What follows belongs to an exercise in optimizing a design on an open flow for small area, a short achievable clock period and few clock cycles; a production flow would make more cautious choices.
In this exercise RTL edits were held to simulation tests only and were not proved equivalent to the original.
No activity file was given, so power comes from the tool's default toggle rates.

==> inputs of v12 <==
Design frm_unpack, start of the top module:
module frm_unpack (
    input  wire        clk,
    input  wire        rst,
    input  wire        start,
    input  wire [7:0]  exp_ft,
    input  wire [7:0]  exp_sub,
    input  wire [15:0] exp_cmd,      
    input  wire [7:0]  exp_dlen,
    input  wire [8:0]  nframes,
    output wire        idle,
    input  wire        fr_valid,
    output wire        fr_ready,
    input  wire [28:0] fr_id,
    input  wire [3:0]  fr_len,
    input  wire [63:0] fr_data,      
    output reg         pb_valid,
    output reg  [3:0]  pb_count,
    output reg  [63:0] pb_data,      
    output wire        done,
    output wire [7:0]  status,
    output wire [7:0]  subcode,
    output wire [8:0]  diag_frame,
    output wire [15:0] diag_exp,
    output wire [15:0] diag_act
);
==> flow/config.mk <==
export PLATFORM = sky130hd
export DESIGN_NAME = frm_unpack
export DESIGN_NICKNAME = frm_unpack
export VERILOG_FILES = /design/flow/design.v
export SDC_FILE = /design/flow/constraint.sdc
export NUM_CORES = 4
export LEC_CHECK = 0
export CAP_MARGIN = 20
export CORE_MARGIN = 2
export CORE_UTILIZATION = 45
export CTS_CLUSTER_SIZE = 30
export PLACE_DENSITY = 0.65
export SLEW_MARGIN = 20
export SYNTH_HIERARCHICAL = 1
==> flow/constraint.sdc <==
create_clock -name core_clock -period 10.0 [get_ports {clk}]
set_input_delay 2.0000 -clock core_clock [delete_from_list [all_inputs] [get_ports {clk}]]
set_output_delay 2.0000 -clock core_clock [all_outputs]
set_load 0.01 [all_outputs]
standard.sh (not shown) runs the stock make flow with config.mk's settings and CLKGATE_MAP_FILE= SYNTH_SCRIPT=/design/flow/synth_recipe.tcl, a recipe that flattens the netlist after the stock synthesis.
==> flow/flow/run.sh <==
#!/bin/bash
# Layout flow: the standard flow (standard.sh, ORFS from synthesis to the
# final layout) with these changes:
#  - the port buffers that buffer_ports inserts are sky130_fd_sc_hd__buf_1,
#    and after global placement those of the frame's data, length and valid
#    inputs become sky130_fd_sc_hd__buf_4 (flow/post_gpl.tcl); every port
#    still has its own buffer, and timing repair may resize them,
#  - timing repair aims for more setup slack than the flow settings allow,
#  - and it may resize cells to other footprints (MATCH_CELL_FOOTPRINT=0).
# Each tool's output is kept in ORFS's logs (orfs/logs/...); standard.sh's own
# output goes to standard.log here.
set -euo pipefail
export BUFFER_PORTS_ARGS="-buffer_cell sky130_fd_sc_hd__buf_1"
export POST_GLOBAL_PLACE_TCL="$PWD/flow/post_gpl.tcl"
bash standard.sh SETUP_SLACK_MARGIN=6 MATCH_CELL_FOOTPRINT=0 finish > standard.log 2>&1
==> flow/flow/post_gpl.tcl <==
# After global placement: the port buffers of the frame's data, length and
# valid inputs, which fan out widely, become sky130_fd_sc_hd__buf_4 (the
# other ports keep their sky130_fd_sc_hd__buf_1). Every port keeps its own
# buffer.
set n 0
foreach inst [get_cells -quiet input*] {
  if { [get_property $inst ref_name] ne "sky130_fd_sc_hd__buf_1" } { continue }
  set net [get_full_name [get_nets -of_objects [get_pins [get_full_name $inst]/A]]]
  if { [string match "fr_data*" $net] || [string match "fr_len*" $net] || $net eq "fr_valid" } {
    replace_cell $inst sky130_fd_sc_hd__buf_4
    incr n
  }
}
puts "post_gpl.tcl: $n port buffers made sky130_fd_sc_hd__buf_4"
==> v5: changes against v12 <==
--- a/flow/design.v
+++ b/flow/design.v
@@ -614,15 +614,15 @@
     reg [15:0] hold;         
     reg [2:0]  acc;          
     reg [15:0] crc;          
     reg [2:0]  fwd_k1;       
     reg [2:0]  crc_k1;       
     reg        first;        
     reg [3:0]  cnt;          
-    reg [7:0]  crc_z;        
+    reg [3:0]  crc_z;        
     reg [2:0]  res_st;
     reg [2:0]  res_sub;
     reg [15:0] res_exp;
     reg [15:0] res_act;
     reg        ft_ne, cmd_hi_ne, cmd_lo_ne, dlen_ne;    
     assign status     = {5'd0, res_st};
     assign subcode    = {5'd0, res_sub};
@@ -669,17 +669,18 @@
     wire [7:0] byte_en;
     frm_en u_en (.busy(busy), .len(fr_len), .en(byte_en));
     wire [15:0] crc_moved, crc_back, crc_base, crc_next;
     crc16_fwd  u_fwd (.c(crc), .k1(fwd_k1), .y(crc_moved));
     crc16_inv8 u_inv (.c(crc), .y(crc_back));
     wire        fin_fwd = crc_k1[2] & crc_k1[1];               
     wire        fin_as  = crc_k1 == 3'd5;                      
-    wire        use_moved = busy ? ~first : (fin & fin_fwd);
-    wire [15:0] crc_other = busy ? 16'h0000 : (fin & fin_as) ? crc : crc_back;
-    crc16_sel u_sel (.s(use_moved), .a(crc_moved), .b(crc_other), .y(crc_base));
+    assign crc_base = busy ? (first ? 16'h0000 : crc_moved)
+                    : (fin & fin_fwd) ? crc_moved
+                    : (fin & fin_as) ? crc
+                    : crc_back;
     crc16_frame u_frame (.d(fr_data), .en(byte_en), .x(crc_base), .y(crc_next));
     wire [79:0] cat = {hold, fr_data};
     reg [15:0] hold_next;
     always @(*) begin
         case (fr_len[2:0])
         3'd1: hold_next = cat[71:56];
         3'd2: hold_next = cat[63:48];
@@ -759,17 +760,19 @@
     end
     wire crc_ok   = &crc_z;
     wire hdr_fire = hdr_pend & ~fin_x & (fin | (acc == 3'd6));
     assign done = fin_x | fin2 | cz | (fh & crc_ok);
     assign idle = ~act | done;
     assign fr_ready = busy;
     always @(posedge clk) begin
-        if (fr_valid | ~busy)
-            crc <= crc_next;
-        crc_z <= ~(crc_next[15:8] | crc_next[7:0]);
+        if (fr_valid | ~busy) begin
+            crc    <= crc_next;
+            crc_z  <= {crc_next[15:12] == 4'd0, crc_next[11:8] == 4'd0,
+                       crc_next[7:4] == 4'd0, crc_next[3:0] == 4'd0};
+        end
         if (take) begin
             first  <= 1'b0;
             hold   <= hold_next;
             acc    <= acc_next;
             crc_k1 <= fr_len[2:0] - 3'd1;
             fwd_k1 <= (rem == 9'd0) ? {2'b00, fr_len[3]} : fr_len[2:0] - 3'd1;
         end else if (idle & start) begin
@@ -888,22 +891,14 @@
                 if (~first)
                     idx <= idx + 9'd1;
                 rem <= rem - 9'd1;
             end
         end
     end
 endmodule
-module crc16_sel (
-    input  wire        s,
-    input  wire [15:0] a,
-    input  wire [15:0] b,
-    output wire [15:0] y
-);
-    assign y = s ? a : b;
-endmodule
 module frm_en (
     input  wire       busy,
     input  wire [3:0] len,
     output wire [7:0] en
 );
     wire [2:0] ln = len[2:0];
     assign en = {
==> flow/flow/post_gpl.tcl (replaced) <==
# After global placement: the port buffers of the frame's data, length and
# valid inputs, which fan out widely, become sky130_fd_sc_hd__buf_4 (the
# other ports keep their sky130_fd_sc_hd__buf_1). Every port keeps its own
# buffer.
set n 0
foreach port [get_ports {fr_data[*] fr_len[*] fr_valid}] {
  set net [get_nets -of_objects $port]
  foreach pin [get_pins -of_objects $net -filter "direction==input"] {
    set inst [get_cells -of_objects $pin]
    if { [get_property $inst ref_name] eq "sky130_fd_sc_hd__buf_1" } {
      replace_cell $inst sky130_fd_sc_hd__buf_4
      incr n
    }
  }
}
puts "post_gpl.tcl: $n port buffers made sky130_fd_sc_hd__buf_4"
CORE_UTILIZATION = 35   (was 45)
CTS_CLUSTER_SIZE = default   (was 30)
PLACE_DENSITY = 0.55   (was 0.65)
==> run summary <==
v5 never finished: it broke off in global placement (3_3_place_gp) (STA-0100). v12 finished with timing, DRC and antenna clean. Synthesized cell count: v12 is higher than v5 (0.98%). Against v5, the synthesized area of v12 is higher by 0.54%.
Testbench counts of v12, summed over its fixed seeds: cycles 12,622.
Testbench counts of v5, summed over its fixed seeds: cycles 12,622.


==> build 31 <==
Another version of the RTL of frm_unpack (not shown whole).
export LEC_CHECK = 0
export CAP_MARGIN = 20
export CORE_MARGIN = 2
export CORE_UTILIZATION = 35
export PLACE_DENSITY = 0.55
export SLEW_MARGIN = 20
export SYNTH_HIERARCHICAL = 1
create_clock -name core_clock -period 10.0 [get_ports {clk}]
==> flow/flow/post_gpl.tcl <==
# After global placement: the port buffers of the frame's data, length and
# valid inputs, which fan out widely, become sky130_fd_sc_hd__buf_4 (the
# other ports keep their sky130_fd_sc_hd__buf_1). Every port keeps its own
# buffer.
set n 0
foreach inst [get_cells -quiet input*] {
  if { [get_property $inst ref_name] ne "sky130_fd_sc_hd__buf_1" } { continue }
  set net [get_full_name [get_nets -of_objects [get_pins [get_full_name $inst]/A]]]
  if { [string match "fr_data*" $net] || [string match "fr_len*" $net] || $net eq "fr_valid" } {
    replace_cell $inst sky130_fd_sc_hd__buf_4
    incr n
  }
}
puts "post_gpl.tcl: $n port buffers made sky130_fd_sc_hd__buf_4"
Scripts as last shown in full above: flow/flow/run.sh
==> build 66: changes against build 31 <==
--- a/flow/design.v
+++ b/flow/design.v
@@ -670,15 +670,16 @@
     frm_en u_en (.busy(busy), .len(fr_len), .en(byte_en));
     wire [15:0] crc_moved, crc_back, crc_base, crc_next;
     crc16_fwd  u_fwd (.c(crc), .k1(fwd_k1), .y(crc_moved));
     crc16_inv8 u_inv (.c(crc), .y(crc_back));
     wire        fin_fwd = crc_k1[2] & crc_k1[1];               
     wire        fin_as  = crc_k1 == 3'd5;                      
-    wire        use_moved = busy ? ~first : (fin & fin_fwd);
-    wire [15:0] crc_other = busy ? 16'h0000 : (fin & fin_as) ? crc : crc_back;
-    crc16_sel u_sel (.s(use_moved), .a(crc_moved), .b(crc_other), .y(crc_base));
+    assign crc_base = busy ? (first ? 16'h0000 : crc_moved)
+                    : (fin & fin_fwd) ? crc_moved
+                    : (fin & fin_as) ? crc
+                    : crc_back;
     crc16_frame u_frame (.d(fr_data), .en(byte_en), .x(crc_base), .y(crc_next));
     wire [79:0] cat = {hold, fr_data};
     reg [15:0] hold_next;
     always @(*) begin
         case (fr_len[2:0])
         3'd1: hold_next = cat[71:56];
@@ -760,16 +761,17 @@
     wire crc_ok   = &crc_z;
     wire hdr_fire = hdr_pend & ~fin_x & (fin | (acc == 3'd6));
     assign done = fin_x | fin2 | cz | (fh & crc_ok);
     assign idle = ~act | done;
     assign fr_ready = busy;
     always @(posedge clk) begin
-        if (fr_valid | ~busy)
-            crc <= crc_next;
-        crc_z <= {crc_next[15:12] == 4'd0, crc_next[11:8] == 4'd0,
-                  crc_next[7:4] == 4'd0, crc_next[3:0] == 4'd0};
+        if (fr_valid | ~busy) begin
+            crc    <= crc_next;
+            crc_z  <= {crc_next[15:12] == 4'd0, crc_next[11:8] == 4'd0,
+                       crc_next[7:4] == 4'd0, crc_next[3:0] == 4'd0};
+        end
         if (take) begin
             first  <= 1'b0;
             hold   <= hold_next;
             acc    <= acc_next;
             crc_k1 <= fr_len[2:0] - 3'd1;
             fwd_k1 <= (rem == 9'd0) ? {2'b00, fr_len[3]} : fr_len[2:0] - 3'd1;
@@ -890,20 +892,12 @@
                     idx <= idx + 9'd1;
                 rem <= rem - 9'd1;
             end
         end
     end
 endmodule
-module crc16_sel (
-    input  wire        s,
-    input  wire [15:0] a,
-    input  wire [15:0] b,
-    output wire [15:0] y
-);
-    assign y = s ? a : b;
-endmodule
 module frm_en (
     input  wire       busy,
     input  wire [3:0] len,
     output wire [7:0] en
 );
     wire [2:0] ln = len[2:0];
==> flow/flow/run.sh (replaced) <==
#!/bin/bash
# Layout flow: the standard flow (standard.sh, ORFS from synthesis to the
# final layout) with these changes:
#  - the port buffers that buffer_ports inserts are sky130_fd_sc_hd__buf_1
#    (every port still gets its own buffer; timing repair resizes them),
#  - timing repair aims for more setup slack than the flow settings allow,
#  - and it may resize cells to other footprints (MATCH_CELL_FOOTPRINT=0).
# Each tool's output is kept in ORFS's logs (orfs/logs/...); standard.sh's own
# output goes to standard.log here.
set -euo pipefail
export BUFFER_PORTS_ARGS="-buffer_cell sky130_fd_sc_hd__buf_1"
bash standard.sh SETUP_SLACK_MARGIN=6 MATCH_CELL_FOOTPRINT=0 finish > standard.log 2>&1
removed: flow/flow/post_gpl.tcl
==> run summary <==
Build 31 finished with timing, DRC and antenna clean. Build 66 ran to the end with no violations. Of build 31 and build 66, build 66 has the higher area after synthesis (gap 0.73%, measured against build 66). Against build 31, the power of build 66 is smaller by about 7%. In build 66 the final cell count is smaller than in build 31, by about 0.7%. Against build 31, the count of clock-buffer cells in the layout of build 66 is lower by 8. Flip-flop and latch count is the same in build 31 and build 66. Of build 31 and build 66, build 66 has the higher sequential power (gap about 3%, measured against build 66). Between build 31 and build 66, the lower fmax is in build 66 (gap about 2.4%, measured against build 66). In synthesized cell count, build 31 and build 66 hardly differ. Of build 66 and build 31, build 66 has the higher clock skew (gap 21 ps).
Testbench counts of build 31, summed over its fixed seeds: cycles 12,622.
Testbench counts of build 66, summed over its fixed seeds: cycles 12,622.

==> separate check: timing with driven ports <==
The flow's constraints put no driver on any port. The routed layouts listed below were extracted and timed again, unchanged, in two steps. Step 1 assumes that a clkbuf_16 drives the clock port and a buf_2 every other input. Step 2 also shifts input and output timing later by t, the mid clock arrival at the registers, as if the neighbouring blocks saw the same clock. a / b / c = ideal / step 1 / step 2; a / b = the first two.
run | t, ns | setup WS [ns] | clock arrival spread, ns | worst register clock-pin slew, ns
v12 | 0.621 | 5.859 / 5.859 / 5.475 | 0.028 / 0.029 | 0.07 / 0.07
build 31 | 0.661 | 5.960 / 5.912 / 5.350 | 0.016 / 0.016 | 0.07 / 0.07
build 66 | 0.633 | 5.862 / 5.878 / 5.246 | 0.037 / 0.037 | 0.07 / 0.07
After both steps setup and hold are still met in every run listed. For build 66, which loses most, drivers alone change the setup slack by +0.016 ns; drivers and shift together by -0.616 ns.
